Background: an optimization exercise with open tools, aiming at small area, a short achievable clock period and few clock cycles per item. Do not read the settings as production practice. Only simulation tests tie the RTL to the original design; equivalence was not proved. Power and IR drop assume default switching activity.

[design.v]
module vole_engine (
    input             clk,
    input             rst,
    input             cmd_valid,
    input      [3:0]  cmd_op,
    input      [7:0]  cmd_addr,
    input      [15:0] cmd_data,
    output            cmd_ready,
    output reg        rdata_valid,
    output reg [8:0]  rdata,
    output reg        log_valid,
    output reg [3:0]  log_kind,
    output reg [8:0]  log_addr,
    output     [7:0]  pc,
    output     [15:0] timer,
    output            running,
    output            dirty
);
    localparam [3:0] C_EDIT  = 4'd1,  C_TIMER = 4'd2,  C_PC    = 4'd3,
                     C_RUN   = 4'd4,  C_STEP  = 4'd5,  C_SOFT  = 4'd6,
                     C_FULL  = 4'd7,  C_STOP  = 4'd8,  C_CLRD  = 4'd9,
                     C_RDMEM = 4'd10, C_RDREG = 4'd11;
    localparam [3:0] K_DECODE = 4'd1, K_STORE = 4'd2, K_MOVE  = 4'd3,
                     K_ADD    = 4'd4, K_RES6  = 4'd5, K_ROT   = 4'd6,
                     K_HALT   = 4'd7, K_UNREC = 4'd8, K_RUN   = 4'd9;
    localparam [15:0] TIMER_RESET = 16'd500;
    localparam [15:0] TIMER_MAX   = 16'd1500;
    localparam [2:0] S_IDLE = 3'd0, S_OP = 3'd1, S_ARG = 3'd2,
                     S_EXEC = 3'd3, S_LD1 = 3'd4, S_LD2 = 3'd5;
    reg [7:0]   mem_byte [0:254];
    reg [254:0] mem_ok;
    reg [7:0]   x [0:15];
    reg [7:0]   pc_q;
    reg [15:0]  timer_q;
    reg         run_q;
    reg         dirty_q;
    reg [2:0]   state;
    reg [7:0]   b1, b2, tval;
    assign pc        = pc_q;
    assign timer     = timer_q;
    assign running   = run_q;
    assign dirty     = dirty_q;
    assign cmd_ready = (state == S_IDLE);
    wire [3:0] op  = b1[7:4];
    wire [3:0] rg  = b1[3:0];
    wire [3:0] hi  = b2[7:4];
    wire [3:0] lo  = b2[3:0];
    wire [8:0] pc_p1 = {1'b0, pc_q} + 9'd1;
    reg  [8:0] rd_addr;
    always @(*) begin
        case (state)
            S_IDLE:  rd_addr = cmd_valid ? {1'b0, cmd_addr} : {1'b0, pc_q};
            S_ARG:   rd_addr = pc_p1;
            S_LD1:   rd_addr = {1'b0, b2};
            S_LD2:   rd_addr = {1'b0, tval};
            default: rd_addr = {1'b0, pc_q};
        endcase
    end
    wire       rd_ok   = (rd_addr < 9'd255) && mem_ok[rd_addr[7:0]];
    wire [7:0] rd_byte = rd_ok ? mem_byte[rd_addr[7:0]] : 8'd0;
    wire [7:0] xr   = x[rg];
    wire [7:0] xhi  = x[hi];
    wire [7:0] xlo  = x[lo];
    wire [8:0] sum  = {1'b0, xhi} + {1'b0, xlo};
    wire [2:0] rot  = lo[2:0];
    wire [7:0] rotr = (xr >> rot) | (xr << (4'd8 - {1'b0, rot}));
    wire [15:0] timer_dec = (timer_q == 16'd0) ? 16'd0 : timer_q - 16'd1;
    integer i;
    always @(posedge clk) begin
        if (rst) begin
            mem_ok      <= {255{1'b0}};
            for (i = 0; i < 16; i = i + 1) x[i] <= 8'd0;
            pc_q        <= 8'd0;
            timer_q     <= TIMER_RESET;
            run_q       <= 1'b0;
            dirty_q     <= 1'b0;
            state       <= S_IDLE;
            b1          <= 8'd0;
            b2          <= 8'd0;
            tval        <= 8'd0;
            rdata_valid <= 1'b0;
            rdata       <= 9'd0;
            log_valid   <= 1'b0;
            log_kind    <= 4'd0;
            log_addr    <= 9'd0;
        end else begin
            rdata_valid <= 1'b0;
            log_valid   <= 1'b0;
            case (state)
            S_IDLE: begin
                if (cmd_valid) begin
                    case (cmd_op)
                    C_EDIT: begin
                        if (cmd_addr != 8'd255) begin
                            mem_byte[cmd_addr] <= cmd_data[7:0];
                            mem_ok[cmd_addr]   <= cmd_data[8];
                        end
                    end
                    C_TIMER: begin
                        if (cmd_data <= TIMER_MAX) timer_q <= cmd_data;
                    end
                    C_PC: begin
                        pc_q <= cmd_addr;
                    end
                    C_RUN: begin
                        for (i = 0; i < 16; i = i + 1) x[i] <= 8'd0;
                        timer_q   <= TIMER_RESET;
                        run_q     <= 1'b1;
                        dirty_q   <= 1'b1;
                        log_valid <= 1'b1;
                        log_kind  <= K_RUN;
                        log_addr  <= {1'b0, pc_q};
                    end
                    C_STEP: begin
                        state <= S_OP;
                    end
                    C_SOFT: begin
                        for (i = 0; i < 16; i = i + 1) x[i] <= 8'd0;
                        timer_q <= TIMER_RESET;
                        dirty_q <= 1'b0;
                    end
                    C_FULL: begin
                        for (i = 0; i < 16; i = i + 1) x[i] <= 8'd0;
                        timer_q <= TIMER_RESET;
                        dirty_q <= 1'b0;
                        mem_ok  <= {255{1'b0}};
                        pc_q    <= 8'd0;
                        run_q   <= 1'b0;
                    end
                    C_STOP: begin
                        run_q <= 1'b0;
                    end
                    C_CLRD: begin
                        dirty_q <= 1'b0;
                    end
                    C_RDMEM: begin
                        rdata_valid <= 1'b1;
                        rdata       <= {rd_ok, rd_byte};
                    end
                    C_RDREG: begin
                        rdata_valid <= 1'b1;
                        rdata       <= {1'b0, x[cmd_addr[3:0]]};
                    end
                    default: ;
                    endcase
                end else if (run_q) begin
                    b1 <= rd_byte;
                    if (!rd_ok) begin
                        log_valid <= 1'b1;
                        log_kind  <= K_DECODE;
                        log_addr  <= rd_addr;
                        dirty_q   <= 1'b1;
                    end
                    state <= S_ARG;
                end
            end
            S_OP: begin
                b1 <= rd_byte;
                if (!rd_ok) begin
                    log_valid <= 1'b1;
                    log_kind  <= K_DECODE;
                    log_addr  <= rd_addr;
                    dirty_q   <= 1'b1;
                end
                state <= S_ARG;
            end
            S_ARG: begin
                b2 <= rd_byte;
                if (!rd_ok) begin
                    log_valid <= 1'b1;
                    log_kind  <= K_DECODE;
                    log_addr  <= rd_addr;
                    dirty_q   <= 1'b1;
                end
                state <= (op == 4'd1) ? S_LD1 : S_EXEC;
            end
            S_LD1: begin
                tval <= rd_byte;
                if (!rd_ok) begin
                    log_valid <= 1'b1;
                    log_kind  <= K_DECODE;
                    log_addr  <= rd_addr;
                    dirty_q   <= 1'b1;
                end
                state <= S_LD2;
            end
            S_LD2: begin
                x[rg] <= rd_byte;
                if (!rd_ok) begin
                    log_valid <= 1'b1;
                    log_kind  <= K_DECODE;
                    log_addr  <= rd_addr;
                    dirty_q   <= 1'b1;
                end
                pc_q    <= pc_q + 8'd2;
                timer_q <= timer_dec;
                state   <= S_IDLE;
            end
            S_EXEC: begin
                state <= S_IDLE;
                case (op)
                4'd2: begin                                    
                    x[rg]   <= b2;
                    pc_q    <= pc_q + 8'd2;
                    timer_q <= timer_dec;
                end
                4'd3: begin                                    
                    if (b2 == 8'd255) begin
                        log_valid <= 1'b1;
                        log_kind  <= K_STORE;
                        log_addr  <= 9'd255;
                        dirty_q   <= 1'b1;
                    end else begin
                        mem_byte[b2] <= xr;
                        mem_ok[b2]   <= 1'b1;
                    end
                    pc_q    <= pc_q + 8'd2;
                    timer_q <= timer_dec;
                end
                4'd4: begin                                    
                    if (rg != 4'd0) begin
                        log_valid <= 1'b1;
                        log_kind  <= K_MOVE;
                        log_addr  <= {1'b0, pc_q};
                        dirty_q   <= 1'b1;
                        run_q     <= 1'b0;
                    end else begin
                        x[lo]   <= xhi;
                        pc_q    <= pc_q + 8'd2;
                        timer_q <= timer_dec;
                    end
                end
                4'd5: begin                                    
                    if (sum[8]) begin
                        log_valid <= 1'b1;
                        log_kind  <= K_ADD;
                        log_addr  <= {1'b0, pc_q};
                        dirty_q   <= 1'b1;
                        run_q     <= 1'b0;
                    end else begin
                        x[rg]   <= sum[7:0];
                        pc_q    <= pc_q + 8'd2;
                        timer_q <= timer_dec;
                    end
                end
                4'd6: begin                                    
                    log_valid <= 1'b1;
                    log_kind  <= K_RES6;
                    log_addr  <= {1'b0, pc_q};
                    dirty_q   <= 1'b1;
                    run_q     <= 1'b0;
                end
                4'd7, 4'd8, 4'd9: begin                        
                    if (op == 4'd7)      x[rg] <= xlo | xhi;
                    else if (op == 4'd8) x[rg] <= xlo & xhi;
                    else                 x[rg] <= xlo ^ xhi;
                    pc_q    <= pc_q + 8'd2;
                    timer_q <= timer_dec;
                end
                4'd10: begin                                   
                    if (hi != 4'd0) begin
                        log_valid <= 1'b1;
                        log_kind  <= K_ROT;
                        log_addr  <= {1'b0, pc_q};
                        dirty_q   <= 1'b1;
                        run_q     <= 1'b0;
                    end else begin
                        x[rg]   <= rotr;
                        pc_q    <= pc_q + 8'd2;
                        timer_q <= timer_dec;
                    end
                end
                4'd11: begin                                   
                    if (xr == x[0]) pc_q <= b2;
                    else            pc_q <= pc_q + 8'd2;
                    timer_q <= timer_dec;
                end
                4'd12: begin                                   
                    if (rg != 4'd0 || b2 != 8'd0) begin
                        log_valid <= 1'b1;
                        log_kind  <= K_HALT;
                        log_addr  <= {1'b0, pc_q};
                        dirty_q   <= 1'b1;
                    end
                    run_q <= 1'b0;
                end
                default: begin                                 
                    log_valid <= 1'b1;
                    log_kind  <= K_UNREC;
                    log_addr  <= {1'b0, pc_q};
                    dirty_q   <= 1'b1;
                    run_q     <= 1'b0;
                end
                endcase
            end
            default: state <= S_IDLE;
            endcase
        end
    end
endmodule
[constraint.sdc]
create_clock -name core_clock -period 10.0 [get_ports {clk}]
set_input_delay 2.0000 -clock core_clock [delete_from_list [all_inputs] [get_ports {clk}]]
set_output_delay 2.0000 -clock core_clock [all_outputs]
set_load 0.01 [all_outputs]
[run.sh]
#!/bin/bash
# synth_recipe.tcl (not shown) runs the flow's synth.tcl, then flattens the netlist and writes it again
# the make line also repeats each setting of config.mk as NAME=value (left out here)
make -C /OpenROAD-flow-scripts/flow DESIGN_CONFIG=/design/flow/config.mk WORK_HOME=/design/flow/orfs CLKGATE_MAP_FILE= SYNTH_SCRIPT=/design/flow/synth_recipe.tcl finish
[config.mk]
export PLATFORM = sky130hd
export DESIGN_NAME = vole_engine
export DESIGN_NICKNAME = vole_engine
export VERILOG_FILES = /design/flow/design.v
export SDC_FILE = /design/flow/constraint.sdc
export NUM_CORES = 4
export LEC_CHECK = 0
export CAP_MARGIN = 40
export CORE_MARGIN = 2
export CORE_UTILIZATION = 40
export SLEW_MARGIN = 20
==> run summary <==
## flip-flops by register name, summed over array words and instances (netlist names), 4 cells and up, named ones only
register and cells:
mem_ok 255, b2 8, b1 8, x 128
pc_q 8, log_addr 9, log_kind 4, timer_q 16
mem_byte 2040, rdata 9, tval 8
## worst max path at each step
stage	startpoint	endpoint	slack, ps
global route	cmd_valid	x[2][2]	2300
CTS	cmd_valid	x[11][0]	2700
global placement	cmd_valid	x[6][2]	1400
detailed placement	cmd_valid	x[11][0]	1790
finish	cmd_valid	x[6][2]	2470
floorplan	rst	mem_byte[0][5]	2800
## synthesized netlist by cell type (180+ instances only)
cell type	instances
clkbuf_1	401
edfxtp_1	2168
a211oi_1	250
mux2i_1	303
mux4_2	180
nand2_1	2066
buf_2	271
nand3_1	743
dfxtp_1	344
nor2_1	608
o21ai_0	718
a21oi_1	564
## power breakdown
part           internal, W  leakage [nW]  switching [W]
Sequential          0.0114          22.4      0.0000602
Combinational     0.000898          16.6        0.00249
Clock              0.00565          4.22        0.00432
## layer usage
layer | vias to the layer above | wire length [um]
met5 | - | 35
met4 | 8 | 23500
met3 | 1203 | 54900
met2 | 6405 | 185000
met1 | 44800 | 162000
li1 | 38300 | -
## cells in the final DEF (no fill, tap or decap), types with 77 or more instances in the layout
cell	count
nand2_1	2054
nor2_1	594
buf_4	407
edfxtp_1	2168
clkdlybuf4s50_1	77
a21oi_1	562
nand3_1	742
o21ai_0	713
a31oi_1	174
mux2i_1	303
a221oi_1	81
dfxtp_1	340
nor3_1	165
mux4_2	180
a211oi_1	250
clkbuf_16	285
and3_1	163
## cell families (layout without fill, tap and decap cells)
logic type | Yosys count | count (layout) | share of synthesized area (%)
other cells | 0 | 6 | 0
simple gates | 4002 | 4002 | 15.1
xor+xnor | 32 | 32 | 0.243
flops | 2512 | 2512 | 62.3
mux | 510 | 510 | 6.40
compound gates | 2259 | 2259 | 12.2
fa+ha+maj | 29 | 29 | 0.321
buf+inv | 878 | 1132 | 3.46
## critical path: cells and delay by family
kind,cells,cell delay (ps)
buf+inv,3,1690
simple gates,6,2180
compound gates,7,2360
## final cells by class
cell class | count | area, um2
repair buffers | 584 | 5610
well taps | 3781 | 4730
clock inverters | 151 | 1210
inverters | 56 | 210
clock buffers | 341 | 7420
fillers | 25800 | 157000
diodes | 6 | 15.0
multi-input cells | 6832 | 39900
flip-flops and latches | 2512 | 72000
## per-stage QoR
step	hold slack, ps	setup slack, ps
floorplan	433	2800
global route	488	2300
detailed placement	447	1790
CTS	456	2700
finish	464	2470
global placement	445	1400
==> results.yml <==
outcome:
  status: "timing/DRC/antenna clean"
global_route:
  overflow: 0
  grtUsageMet1_pct: 38.6
  grt.met2_usage_pct: 41.6
  grt_pass1_vias: 84400
  grt-busiest-layer: "met2"
  grt_usage_pct: 28.0
  use_met3_pct: 6.53
  antenna_found_initial: 21
  grt_max_degree: 203
  grt_pass1_wl_mm: 607
clocking:
  clk-insertion-delay-late_ps: 900
  clock_path_buffers: 4
  cts_buffers: 278
  clkTransAtPathRegs_ps: 60
  cts_tree: "built"
  postCtsResizedCells: 0
  ctsHoldBuffers: 0
  cts_setup_buffers: 0
  clock-sinks: 2512
  htreeDepth: 5
  ctsRootBufferMaster: "clkbuf_16"
floorplanning:
  num_io_pins: 82
  start_util_pct: 40.2
  coreArea_mm2: 0.288
  die_width_um: 541
  std_cell_rows: 197
  die_area_mm2: 0.293
  dieHeight_um: 541
critical_path:
  rr_worst_depth: 19
  crit_chain: "clkdlybuf4s50_1, nor4b_4, a22oi_1, o221ai_4, buf_16, buf_4, nor2_1, a32oi_1, nand3_1, a311oi_1, and4_1, a31oi_1, or3b_2, a21oi_1, o21ai_2, and3_1"
  cp_max_fo: 29
  cp-start-kind: "input pin"
  end_kind: "register"
  crit_arrival_ps: 8290
  r2r-end: "x[6][1]"
  critPathMaxStageDelay_ps: 900
  path_class: "input pin to register"
  cp.required_ps: 10760
  regToRegSetupSlack_ps: 3130
  crit_slowest_cell: "clkdlybuf4s50_1"
timing:
  fmax_ghz: 0.133
  setup_viol: 0
  final-hold-violation-count: 0
  relSlewSlack_pct: 14.6
  worstMarginPinSlew_ps: 1280
  fin_setup_tns_ps: 0
  fin_crit_sh_pct: 75.3
  drv_slew: 0
  clock_skew_ps: 69.3
  fin_crit_ps: 7530
  rsz0062_at_grt: "no"
synthesis:
  yosysSeqAreaShare_pct: 62.3
  syn_area_mm2: 0.116
  synth_area_leaders: "edfxtp_1 56%, nand2_1 6.7%, dfxtp_1 6.0%, mux4_2 3.5%, nand3_1 3.2%"
  synth_cells: 10200
  yosysWarnings: 1
  ys_ff_latch: 2512
  synth_top_area_share_pct: 56.4
  synthArstFlopShare_pct: 0
  synth_flop_cell: "edfxtp_1"
  synth_top_area_cell: "edfxtp_1"
  syn_nets: 10300
  syn_area_per_cell_um2: 11.3
  synth_edf_count: 2168
  ys_types: 102
power_and_ir_drop:
  peakVddDrop_v: 0.000131
  p_leak_nw: 43.2
  p_per_area_mw_per_mm2: 189
  finalPower_w: 0.0248
route:
  drt_iter0_markers: 14700
  drt.antenna.violating_nets: 0
  drc: 0
  vias: 90700
  wl_mm: 426
  viasPerCell: 6.36
  routedWlPerCell_um: 29.8
  drtPass1Iterations: 7
hold_path:
  hp-class: "register to register"
  hold_start: "tval[5]"
  holdPathEnd: "tval[5]"
  holdPathStages: 2
final_layout:
  final_util_pct: 45.6
  num-nets-final: 10300
  final_area_mm2: 0.131
  area_growth_pct: 13.5
  instances_no_fill: 14300
  drive_gt1_share_pct: 11.4
placement:
  gp_congestion: 0.936
  portBuffers: 81
  place_area_mm2: 0.122
  dp.cells: 13700
  hpwl_mm: 265
flow_run:
  max_cap_violations: 0
Testbench counts, summed over its fixed seeds: cycles 65,945, instrs 18,085.

-- afterwards: timing with drivers on the ports --
No port has a modelled driver above. Below, the same layout with a new extraction and two added sets of constraints. Step 1: set_driving_cell puts a clkbuf_16 on clk and a buf_2 on each other input, an assumption about the parent block. Step 2 also shifts input and output timing later by t, the mid clock arrival at the registers, as if the neighbouring blocks saw the same clock. Three values: ideal ports, drivers, drivers and shift; two values: the first two.
t, ns: 0.972
setup slack, ns: 2.474 / 2.512 / 1.539
worst setup path at the end: input to register
clock arrival spread, ns: 0.081 / 0.081
After both steps this run still meets setup and hold. The setup slack of this run moves by +0.038 ns with the drivers and by -0.935 ns with both steps.
